Source: an optimization exercise on an open RTL-to-GDS flow (aim: small area, a short achievable clock period and few clock cycles). Production flows keep margins and buffers that such runs may drop. In this exercise RTL edits were held to simulation tests only and were not proved equivalent to the original. Power and IR drop assume default switching activity.

==> inputs of delta <==
Design framing_core, start of the top module:
module framing_core #(
    parameter CAP = 32
) (
    input  wire        clk,
    input  wire        rst,           
    input  wire        cmd_valid,
    input  wire [15:0] cmd_data,
    output wire        cmd_ready,
    output reg         resp_valid,
    output reg  [9:0]  resp_data,     
    output reg         ev_valid,
    output reg  [2:0]  ev_kind,       
    output reg  [23:0] ev_arg,
    input  wire        wait_done,
    input  wire        rx_valid,
    input  wire [7:0]  rx_data,
    input  wire        rx_last,
    input  wire        rx_empty,
    output wire        rx_ready
);
    localparam [7:0] START = 8'h02;
    localparam [7:0] END_  = 8'h04;
    localparam NB = CAP - 4;           
    localparam [2:0] EV_TXBEGIN = 3'd1, EV_TXWRITE = 3'd2, EV_TXEND = 3'd3,
                     EV_WAIT = 3'd4, EV_POLL = 3'd5;
    localparam O_CRC_RESET = 0,  O_CRC_CALC = 1,   O_CRC_UPDATE = 2, O_CRC_READ = 3,
               O_ENC_RESET = 4,  O_ENC_WRITE = 5,  O_ENC_END = 6,    O_ENC_AVAIL = 7,
               O_ENC_READ = 8,   O_ENC_PKTLEN = 9,
               O_DEC_RESET = 10, O_DEC_WRITE = 11, O_DEC_AVAIL = 12, O_DEC_READ = 13,
               O_DEC_ISOPEN = 14, O_DEC_HASERR = 15, O_DEC_LASTERR = 16, O_DEC_TOTLEN = 17,
               O_REQ_ADDR = 18,  O_REQ_RESPLEN = 19, O_REQ_DLO = 20, O_REQ_DHI = 21,
               O_REQ_ATT = 22,   O_REQ_START = 23, O_REQ_STATUS = 24, O_REQ_AVAIL = 25,
               O_REQ_READ = 26;
    localparam NOP = 27;
    wire [7:0] c_opc = cmd_data[15:8];
    wire       c_z   = (cmd_data[7:0] == 8'h00);
    reg [NOP-1:0] dop;
    always @(*) begin
        dop = {NOP{1'b0}};
        case (c_opc)
        8'h10: dop[O_CRC_RESET]   = c_z;
        8'h11: dop[O_CRC_CALC]    = 1'b1;
        8'h12: dop[O_CRC_UPDATE]  = 1'b1;
        8'h13: dop[O_CRC_READ]    = c_z;
        8'h20: dop[O_ENC_RESET]   = c_z;
        8'h21: dop[O_ENC_WRITE]   = 1'b1;
        8'h22: dop[O_ENC_END]     = c_z;
        8'h23: dop[O_ENC_AVAIL]   = c_z;
        8'h24: dop[O_ENC_READ]    = c_z;
        8'h25: dop[O_ENC_PKTLEN]  = c_z;
  ...
clock: 8.0 ns
lec_check: 0
abc_area: 1
cap_margin: 20
core_margin: 2
core_utilization: 40
cts_cluster_diameter: 100
cts_cluster_size: 30
slew_margin: 20
standard.sh (not shown) runs the stock make flow with config.mk's settings and CLKGATE_MAP_FILE= SYNTH_SCRIPT=/design/flow/synth_recipe.tcl, a recipe that flattens the netlist after the stock synthesis.
==> flow/flow/run.sh <==
#!/bin/bash
set -euo pipefail
bash standard.sh SETUP_SLACK_MARGIN=5.4 finish > standard.log 2>&1
==> inputs of juniper, as changes to delta <==
--- a/flow/design.v
+++ b/flow/design.v
@@ -19,11 +19,19 @@
     input  wire       clk,
     input  wire       rst,
     input  wire       clr,         
     input  wire       wr,          
     input  wire [7:0] wr_byte,
+    input  wire       b_start,     
+    input  wire       b_end,       
+    input  wire       b_big,       
+    input  wire       b_small,     
+    output wire [7:0] crc_in,      
+    input  wire [7:0] crc_nx,      
     output wire       acc,         
+    output wire       done_nx,     
+    output wire       err_nx,      
     input  wire       rd_next,     
     output reg  [7:0] rd_data,     
     output reg        rd_ok,       
     output reg  [4:0] rem,         
     output wire       open,
@@ -38,19 +46,16 @@
     reg       p_idle, p_len, p_body, p_term;
     reg [4:0] left;
     reg [7:0] crc;
     reg [4:0] rp;
     assign open = p_len | p_body | p_term;
-    wire [7:0] crc_nx;
-    fc_crc8_step u_step (.acc_in(p_len ? 8'h00 : crc), .data(wr_byte), .acc_out(crc_nx));
-    wire b_start = (wr_byte == START);
-    wire b_end   = (wr_byte == END_);
-    wire b_big   = (wr_byte > CAP);
-    wire b_small = (wr_byte < 8'd4);
+    assign crc_in = p_len ? 8'h00 : crc;
     wire t_short = (total == 6'd2);
     wire t_ok    = b_end && !t_short && (crc == 8'h00);
     assign acc = wr && ((p_idle && b_start) || (p_len && !b_big) || p_body || (p_term && t_ok));
+    assign done_nx = done_ok || (wr && p_term && t_ok);
+    assign err_nx  = (err != 2'd0) || (wr && p_len && b_big) || (wr && p_term && !t_ok);
     integer k;
     always @(posedge clk) begin
         for (k = 0; k < NB; k = k + 1)
             if (wr && p_body && total == k + 2)
                 buf_q[k] <= wr_byte;
@@ -61,15 +66,12 @@
             p_len   <= 1'b0;
             p_body  <= 1'b0;
             p_term  <= 1'b0;
             err     <= 2'd0;
             total   <= 6'd0;
-            left    <= 5'd0;
-            crc     <= 8'h00;
             done_ok <= 1'b0;
             rd_ok   <= 1'b0;
-            rem     <= 5'd0;
         end else begin
             if (wr && p_idle && b_start) begin
                 p_idle <= 1'b0;
                 p_len  <= 1'b1;
                 total  <= 6'd1;
@@ -193,33 +195,30 @@
         8'h48: dop[O_REQ_READ]    = c_z;
         default: ;
         endcase
     end
     reg           rdy;        
-    reg           rdy_o;      
     reg           cv;         
     reg [NOP-1:0] op;         
     reg [7:0]     imm8;
-    assign cmd_ready = rdy_o;
+    reg           i_start, i_end, i_big, i_small;    
+    assign cmd_ready = rdy;
     wire take = cmd_valid && rdy;
     reg  rbusy;               
     wire ex = cv && !rbusy;
     wire [NOP-1:0] x = rbusy ? {NOP{1'b0}} : op;
     reg  [7:0] crc_acc;
-    wire [7:0] crc_nx;
-    fc_crc8_step u_crc (.acc_in(op[O_CRC_CALC] ? 8'h00 : crc_acc), .data(imm8), .acc_out(crc_nx));
+    wire [7:0] crc_nx;          
     reg [7:0] enc_buf [2:NB+1];
     reg       eopen;
     reg       eok;                             
     reg [5:0] en;
     reg [5:0] erem;
     reg       erdok;                           
     reg [5:0] ep;
     reg [7:0] epf;
     reg [7:0] ecrc;
-    wire [7:0] ecrc_nx;
-    fc_crc8_step u_ecrc (.acc_in(ecrc), .data(imm8), .acc_out(ecrc_nx));
     wire [7:0] klen =
         (en == 6'd4) ? 8'h61 :
         (en == 6'd5) ? 8'hff :
         (en == 6'd6) ? 8'hd1 :
         (en == 6'd7) ? 8'h86 :
@@ -262,13 +261,16 @@
     wire       dec_acc, dec_rd_ok, dec_open, dec_done_ok;
     wire [7:0] dec_rd_data;
     wire [4:0] dec_rem;
     wire [1:0] dec_err;
     wire [5:0] dec_total;
+    wire [7:0] dec_crc_in, rdec_crc_in;
     fc_dec #(.CAP(CAP)) u_dec (
         .clk(clk), .rst(rst), .clr(x[O_DEC_RESET]),
-        .wr(x[O_DEC_WRITE]), .wr_byte(imm8), .acc(dec_acc),
+        .wr(x[O_DEC_WRITE]), .wr_byte(imm8),
+        .b_start(i_start), .b_end(i_end), .b_big(i_big), .b_small(i_small),
+        .crc_in(dec_crc_in), .crc_nx(crc_nx), .acc(dec_acc), .done_nx(), .err_nx(),
         .rd_next(x[O_DEC_READ] && dec_rd_ok), .rd_data(dec_rd_data), .rd_ok(dec_rd_ok),
         .rem(dec_rem), .open(dec_open), .err(dec_err), .total(dec_total),
         .done_ok(dec_done_ok)
     );
     reg [7:0]  req_addr, req_resplen, req_maxatt, req_left;
@@ -280,29 +282,38 @@
     reg [2:0]  aph;             
     reg        acy;
     reg       s_trig;           
     reg       s_wdone;          
     reg       s_rx;             
-    reg       eval;             
+    reg       last_att;         
     reg        bw, bl, be;      
     reg [7:0]  bd;
+    reg        b_start, b_end, b_big, b_small;    
     assign rx_ready = 1'b1;
     reg        rdec_clr_ev;
     wire       rx_ok = (req_status == 3'd1);     
-    wire       rdec_acc, rdec_rd_ok, rdec_open, rdec_done_ok;
+    wire       rdec_acc, rdec_rd_ok, rdec_open, rdec_done_ok, rdec_done_nx, rdec_err_nx;
     wire [7:0] rdec_rd_data;
     wire [4:0] rdec_rem;
     wire [1:0] rdec_err;
     wire [5:0] rdec_total;
     wire       rq_rd_ok = rx_ok && rdec_rd_ok;
     fc_dec #(.CAP(CAP)) u_rdec (
         .clk(clk), .rst(rst), .clr(x[O_REQ_START] || rdec_clr_ev),
-        .wr(bw), .wr_byte(bd), .acc(rdec_acc),
+        .wr(bw), .wr_byte(bd),
+        .b_start(b_start), .b_end(b_end), .b_big(b_big), .b_small(b_small),
+        .crc_in(rdec_crc_in), .crc_nx(crc_nx), .acc(rdec_acc), .done_nx(rdec_done_nx), .err_nx(rdec_err_nx),
         .rd_next(x[O_REQ_READ] && rq_rd_ok), .rd_data(rdec_rd_data), .rd_ok(rdec_rd_ok),
         .rem(rdec_rem), .open(rdec_open), .err(rdec_err), .total(rdec_total),
         .done_ok(rdec_done_ok)
     );
+    wire [7:0] step_acc = rbusy             ? rdec_crc_in :
+                          op[O_DEC_WRITE]   ? dec_crc_in  :
+                          op[O_ENC_WRITE]   ? ecrc        :
+                          op[O_CRC_CALC]    ? 8'h00       : crc_acc;
+    wire [7:0] step_dat = rbusy ? bd : imm8;
+    fc_crc8_step u_crc (.acc_in(step_acc), .data(step_dat), .acc_out(crc_nx));
     wire r_f =
         x[O_CRC_RESET] | x[O_CRC_CALC] | x[O_CRC_UPDATE] | x[O_CRC_READ] |
         x[O_ENC_RESET] | e_wr | e_end | x[O_ENC_AVAIL] |
         e_rd | x[O_ENC_PKTLEN] |
         x[O_DEC_RESET] | (x[O_DEC_WRITE] & dec_acc) | x[O_DEC_AVAIL] |
@@ -326,17 +337,17 @@
         ({8{x[O_REQ_AVAIL] & rx_ok}} & {3'b000, rdec_rem}) |
         ({8{x[O_REQ_READ] & rq_rd_ok}} & rdec_rd_data) |
         ({8{x[O_REQ_START]}} & 8'h04);    
     wire r_ill = ~|op;
     wire start_req = x[O_REQ_START] && maxatt_nz;
-    wire eval_fin  = rdec_done_ok || (req_left == 8'd1);
+    wire eval_fin  = rdec_done_nx || last_att;
     reg  busy_nx;
     always @(*) begin
         busy_nx = rbusy;
         if (start_req)
             busy_nx = 1'b1;
-        if (eval && eval_fin)
+        if (bl && eval_fin)
             busy_nx = 1'b0;
         if (be)
             busy_nx = 1'b0;
     end
     wire cv_nx = take || (cv && !ex);
@@ -348,30 +359,36 @@
     end
     always @(posedge clk) begin
         resp_valid  <= 1'b0;
         ev_valid    <= 1'b0;
         rdec_clr_ev <= 1'b0;
+        bw <= rx_valid && s_rx && !rx_empty && !rst;
+        bl <= rx_valid && s_rx && rx_last && !rx_empty && !rst;
+        be <= rx_valid && s_rx && rx_empty && !rst;
+        bd <= rx_data;
+        b_start <= (rx_data == START);
+        b_end   <= (rx_data == END_);
+        b_big   <= (rx_data > CAP);
+        b_small <= (rx_data < 8'd4);
         resp_data   <= {r_ill, r_f, r_d};
         ev_kind     <= EV_POLL;
         ev_arg      <= {8'd0, req_addr, req_resplen};
-        bw <= rx_valid && s_rx && !rx_empty;
-        bl <= rx_valid && s_rx && rx_last && !rx_empty;
-        be <= rx_valid && s_rx && rx_empty;
-        bd <= rx_data;
         if (rdy) begin
-            op   <= cmd_valid ? dop : {NOP{1'b0}};
-            imm8 <= cmd_data[7:0];
+            op      <= cmd_valid ? dop : {NOP{1'b0}};
+            imm8    <= cmd_data[7:0];
+            i_start <= (cmd_data[7:0] == START);
+            i_end   <= (cmd_data[7:0] == END_);
+            i_big   <= (cmd_data[7:0] > CAP);
+            i_small <= (cmd_data[7:0] < 8'd4);
         end
         if (rst) begin
             rdy        <= 1'b1;
-            rdy_o      <= 1'b1;
             cv         <= 1'b0;
             rbusy      <= 1'b0;
             s_trig     <= 1'b0;
             s_wdone    <= 1'b0;
             s_rx       <= 1'b0;
-            eval       <= 1'b0;
             crc_acc    <= 8'h00;
             eopen      <= 1'b1;
             eok        <= 1'b1;
             en         <= 6'd4;
             erdok      <= 1'b0;
@@ -381,16 +398,12 @@
             req_delay  <= 16'd0;
             req_maxatt <= 8'd0;
             maxatt_nz  <= 1'b0;
             req_status <= 3'd0;
             aph        <= 3'd0;
-            bw         <= 1'b0;
-            bl         <= 1'b0;
-            be         <= 1'b0;
         end else begin
             rdy   <= !(cv_nx && busy_nx);
-            rdy_o <= !(cv_nx && busy_nx);
             cv    <= cv_nx;
             rbusy <= busy_nx;
             case (aph)
             3'd1: begin {acy, wacc[5:0]}   <= {1'b0, wacc[5:0]}   + {1'b0, req_delay[5:0]};  aph <= 3'd2; end
             3'd2: begin {acy, wacc[11:6]}  <= {1'b0, wacc[11:6]}  + {1'b0, req_delay[11:6]} + {6'd0, acy}; aph <= 3'd3; end
@@ -412,11 +425,11 @@
                 ecrc  <= 8'h00;
             end
             if (e_wr) begin
                 en   <= en + 6'd1;
                 eok  <= (en != CAP - 1);
-                ecrc <= ecrc_nx;
+                ecrc <= crc_nx;
             end
             if (e_end) begin
                 eopen <= 1'b0;
                 eok   <= 1'b0;
                 erem  <= en;
@@ -439,10 +452,11 @@
                 req_maxatt <= imm8;
                 maxatt_nz  <= (imm8 != 8'd0);
             end
             if (x[O_REQ_START]) begin
                 req_left   <= req_maxatt;
+                last_att   <= (req_maxatt == 8'd1);
                 wacc       <= {8'd0, req_delay};
                 aph        <= 3'd0;
                 req_status <= maxatt_nz ? 3'd0 : 3'd4;
             end
             if (start_req) begin
@@ -482,28 +496,25 @@
                 resp_valid <= 1'b1;
                 resp_data  <= {1'b0, 1'b0, 8'h02};
                 s_rx       <= 1'b0;
             end
             if (bl) begin
-                eval <= 1'b1;
                 s_rx <= 1'b0;
-            end
-            if (eval) begin
-                eval <= 1'b0;
-                if (rdec_done_ok) begin
+                if (rdec_done_nx) begin
                     req_status <= 3'd1;
                     resp_valid <= 1'b1;
                     resp_data  <= {1'b0, 1'b1, 8'h01};
                 end else begin
                     req_left <= req_left - 8'd1;
-                    if (rdec_err != 2'd0)
+                    last_att <= (req_left == 8'd2);
+                    if (rdec_err_nx)
                         rdec_clr_ev <= 1'b1;
-                    if (req_left == 8'd1) begin
-                        req_status <= (rdec_err != 2'd0) ? 3'd3 : 3'd4;
+                    if (last_att) begin
+                        req_status <= rdec_err_nx ? 3'd3 : 3'd4;
                         resp_valid <= 1'b1;
-                        resp_data  <= {1'b0, 1'b0, (rdec_err != 2'd0) ? 8'h03 : 8'h04};
-                    end else if (rdec_err != 2'd0) begin
+                        resp_data  <= {1'b0, 1'b0, rdec_err_nx ? 8'h03 : 8'h04};
+                    end else if (rdec_err_nx) begin
                         ev_valid <= 1'b1;
                         ev_kind  <= EV_TXBEGIN;
                         ev_arg   <= {16'd0, req_addr};
                         trig_i   <= 3'd1;
                         s_trig   <= 1'b1;
==> flow/flow/run.sh (replaced) <==
#!/bin/bash
set -euo pipefail
bash standard.sh SETUP_SLACK_MARGIN=5.15 finish > standard.log 2>&1
Settings changed: CTS_CLUSTER_DIAMETER 100 to 90, CTS_CLUSTER_SIZE 30 to 26, PLACE_DENSITY set to 0.75.
==> inputs of yarrow, as changes to delta <==
--- a/flow/design.v
+++ b/flow/design.v
@@ -216,41 +216,24 @@
     reg [5:0] ep;
     reg [7:0] epf;
     reg [7:0] ecrc;
     wire [7:0] ecrc_nx;
     fc_crc8_step u_ecrc (.acc_in(ecrc), .data(imm8), .acc_out(ecrc_nx));
-    wire [7:0] klen =
-        (en == 6'd4) ? 8'h61 :
-        (en == 6'd5) ? 8'hff :
-        (en == 6'd6) ? 8'hd1 :
-        (en == 6'd7) ? 8'h86 :
-        (en == 6'd8) ? 8'h3e :
-        (en == 6'd9) ? 8'h96 :
-        (en == 6'd10) ? 8'h8b :
-        (en == 6'd11) ? 8'hef :
-        (en == 6'd12) ? 8'hff :
-        (en == 6'd13) ? 8'hfb :
-        (en == 6'd14) ? 8'h32 :
-        (en == 6'd15) ? 8'h6a :
-        (en == 6'd16) ? 8'h8a :
-        (en == 6'd17) ? 8'hde :
-        (en == 6'd18) ? 8'hd1 :
-        (en == 6'd19) ? 8'h85 :
-        (en == 6'd20) ? 8'h7e :
-        (en == 6'd21) ? 8'h85 :
-        (en == 6'd22) ? 8'hc1 :
-        (en == 6'd23) ? 8'h5f :
-        (en == 6'd24) ? 8'h21 :
-        (en == 6'd25) ? 8'hea :
-        (en == 6'd26) ? 8'h38 :
-        (en == 6'd27) ? 8'hd1 :
-        (en == 6'd28) ? 8'hae :
-        (en == 6'd29) ? 8'hd7 :
-        (en == 6'd30) ? 8'he7 :
-        (en == 6'd31) ? 8'h5e :
-        (en == 6'd32) ? 8'h8a :
-                         8'h00;
+    reg  [7:0] klen;                           
+    always @(*) begin
+        case (en)
+        6'd4:  klen = 8'h61; 6'd5:  klen = 8'hff; 6'd6:  klen = 8'hd1; 6'd7:  klen = 8'h86;
+        6'd8:  klen = 8'h3e; 6'd9:  klen = 8'h96; 6'd10: klen = 8'h8b; 6'd11: klen = 8'hef;
+        6'd12: klen = 8'hff; 6'd13: klen = 8'hfb; 6'd14: klen = 8'h32; 6'd15: klen = 8'h6a;
+        6'd16: klen = 8'h8a; 6'd17: klen = 8'hde; 6'd18: klen = 8'hd1; 6'd19: klen = 8'h85;
+        6'd20: klen = 8'h7e; 6'd21: klen = 8'h85; 6'd22: klen = 8'hc1; 6'd23: klen = 8'h5f;
+        6'd24: klen = 8'h21; 6'd25: klen = 8'hea; 6'd26: klen = 8'h38; 6'd27: klen = 8'hd1;
+        6'd28: klen = 8'hae; 6'd29: klen = 8'hd7; 6'd30: klen = 8'he7; 6'd31: klen = 8'h5e;
+        6'd32: klen = 8'h8a;
+        default: klen = 8'h00;
+        endcase
+    end
     wire       e_wr   = x[O_ENC_WRITE] && eok;
     wire       e_end  = x[O_ENC_END] && eopen;
     wire       e_rd   = x[O_ENC_READ] && erdok;
     reg  [7:0] enext;                          
     always @(*) begin
@@ -348,13 +331,10 @@
     end
     always @(posedge clk) begin
         resp_valid  <= 1'b0;
         ev_valid    <= 1'b0;
         rdec_clr_ev <= 1'b0;
-        resp_data   <= {r_ill, r_f, r_d};
-        ev_kind     <= EV_POLL;
-        ev_arg      <= {8'd0, req_addr, req_resplen};
         bw <= rx_valid && s_rx && !rx_empty;
         bl <= rx_valid && s_rx && rx_last && !rx_empty;
         be <= rx_valid && s_rx && rx_empty;
         bd <= rx_data;
         if (rdy) begin
@@ -396,12 +376,14 @@
             3'd2: begin {acy, wacc[11:6]}  <= {1'b0, wacc[11:6]}  + {1'b0, req_delay[11:6]} + {6'd0, acy}; aph <= 3'd3; end
             3'd3: begin {acy, wacc[17:12]} <= {1'b0, wacc[17:12]} + {3'b000, req_delay[15:12]} + {6'd0, acy}; aph <= 3'd4; end
             3'd4: begin wacc[23:18] <= wacc[23:18] + {5'd0, acy}; aph <= 3'd0; end
             default: ;
             endcase
-            if (ex)
+            if (ex) begin
                 resp_valid <= !start_req;
+                resp_data  <= {r_ill, r_f, r_d};
+            end
             if (x[O_CRC_RESET])
                 crc_acc <= 8'h00;
             if (x[O_CRC_CALC] || x[O_CRC_UPDATE])
                 crc_acc <= crc_nx;
             if (x[O_ENC_RESET]) begin
@@ -469,10 +451,12 @@
                     s_wdone <= 1'b1;
                 end
                 endcase
             end
             if (s_wdone) begin
+                ev_kind <= EV_POLL;
+                ev_arg  <= {8'd0, req_addr, req_resplen};
                 if (wait_done) begin
                     ev_valid <= 1'b1;
                     s_wdone  <= 1'b0;
                     s_rx     <= 1'b1;
                 end
==> flow/run.sh (new file) <==
#!/bin/bash
# synth_recipe.tcl (not shown) runs the flow's synth.tcl, then flattens the netlist and writes it again
# the make line also repeats each setting of config.mk as NAME=value (left out here)
make -C /OpenROAD-flow-scripts/flow DESIGN_CONFIG=/design/flow/config.mk WORK_HOME=/design/flow/orfs CLKGATE_MAP_FILE= SYNTH_SCRIPT=/design/flow/synth_recipe.tcl finish
Settings changed: CTS_CLUSTER_DIAMETER 100 to unset, CTS_CLUSTER_SIZE 30 to unset, SETUP_SLACK_MARGIN set to 5.0.
removed: flow/flow/run.sh
removed: flow/standard.sh
==> qor summary <==
quantity	yarrow	delta	juniper
Status	complete, no violations	complete, no violations	complete, no violations
PnR Total Power	10.9 mW	8.40 mW	8.55 mW
Met3 wirelength from detailed routing	8770 um	7360 um	10400 um
Average wire per standard cell	21.6 um	21.5 um	21.7 um
Final standard cell utilization of the core	0.461	0.467	0.446
Initial antenna violation count	1	2	2
Clock distribution power	4.94 mW	2.54 mW	2.68 mW
Final routed wirelength across all metal layers	126000 um	119000 um	114000 um
Final net count	4459	4197	3925
Vias/cell	5.42	5.53	5.73
Switching share of power	0.216	0.216	0.210
Multi-In Gates	2678	2389	2202
Post-Place Cells	5618	5307	5131
Logic depth of the worst register-to-register path	12	14	14
Post-route clock period utilization	0.380	0.354	0.354
Number of global-route vias before repair	30536	28535	27927
Chip Height	334 um	330 um	329 um
WP depth	1	2	1
Number of detailed-route iterations in the first pass	7	5	7
DR iter-0 viols	3764	3172	4291
Worst min-delay path endpoint	req_maxatt[6]	eval	u_dec.p_idle
Total net switching power	2.35 mW	1.81 mW	1.80 mW
Core Footprint	109000 um2	105000 um2	105000 um2
Count of mapped cells out of synthesis	4176	3880	3700
Number of rows in the core area	121	119	119
Adder-cell share of the synthesized area	0.0238	0.0224	0.0216
Final standard cell count with taps included and fillers excluded	5854	5512	5251
Testbench counts of delta, summed over its fixed seeds: cycles 21,164.
Testbench counts of juniper, summed over its fixed seeds: cycles 21,000.
Testbench counts of yarrow, summed over its fixed seeds: cycles 21,164.

[port drivers added, routing unchanged]
Ports are ideal in the flow. The routed layouts listed here were re-timed in OpenROAD. Step 1, drivers: a clkbuf_16 drives clk and a buf_2 each remaining input, both assumed. Step 2 also shifts input and output timing later by t, the mid clock arrival at the registers, as if the neighbouring blocks saw the same clock. Three values: no drivers, after step 1, after step 2; two values: the first two.
run	shift t [ns]	setup slack, ns	latest minus earliest clock arrival (ns)
delta	0.697	5.166 / 5.093 / 4.819	0.052 / 0.052
juniper	0.699	5.166 / 5.097 / 4.627	0.030 / 0.031
yarrow	0.759	4.957 / 4.880 / 4.444	0.027 / 0.028
After both steps setup and hold are still met in every run listed. The setup slack of juniper, which loses most, moves by -0.069 ns with the drivers and by -0.539 ns with both steps.
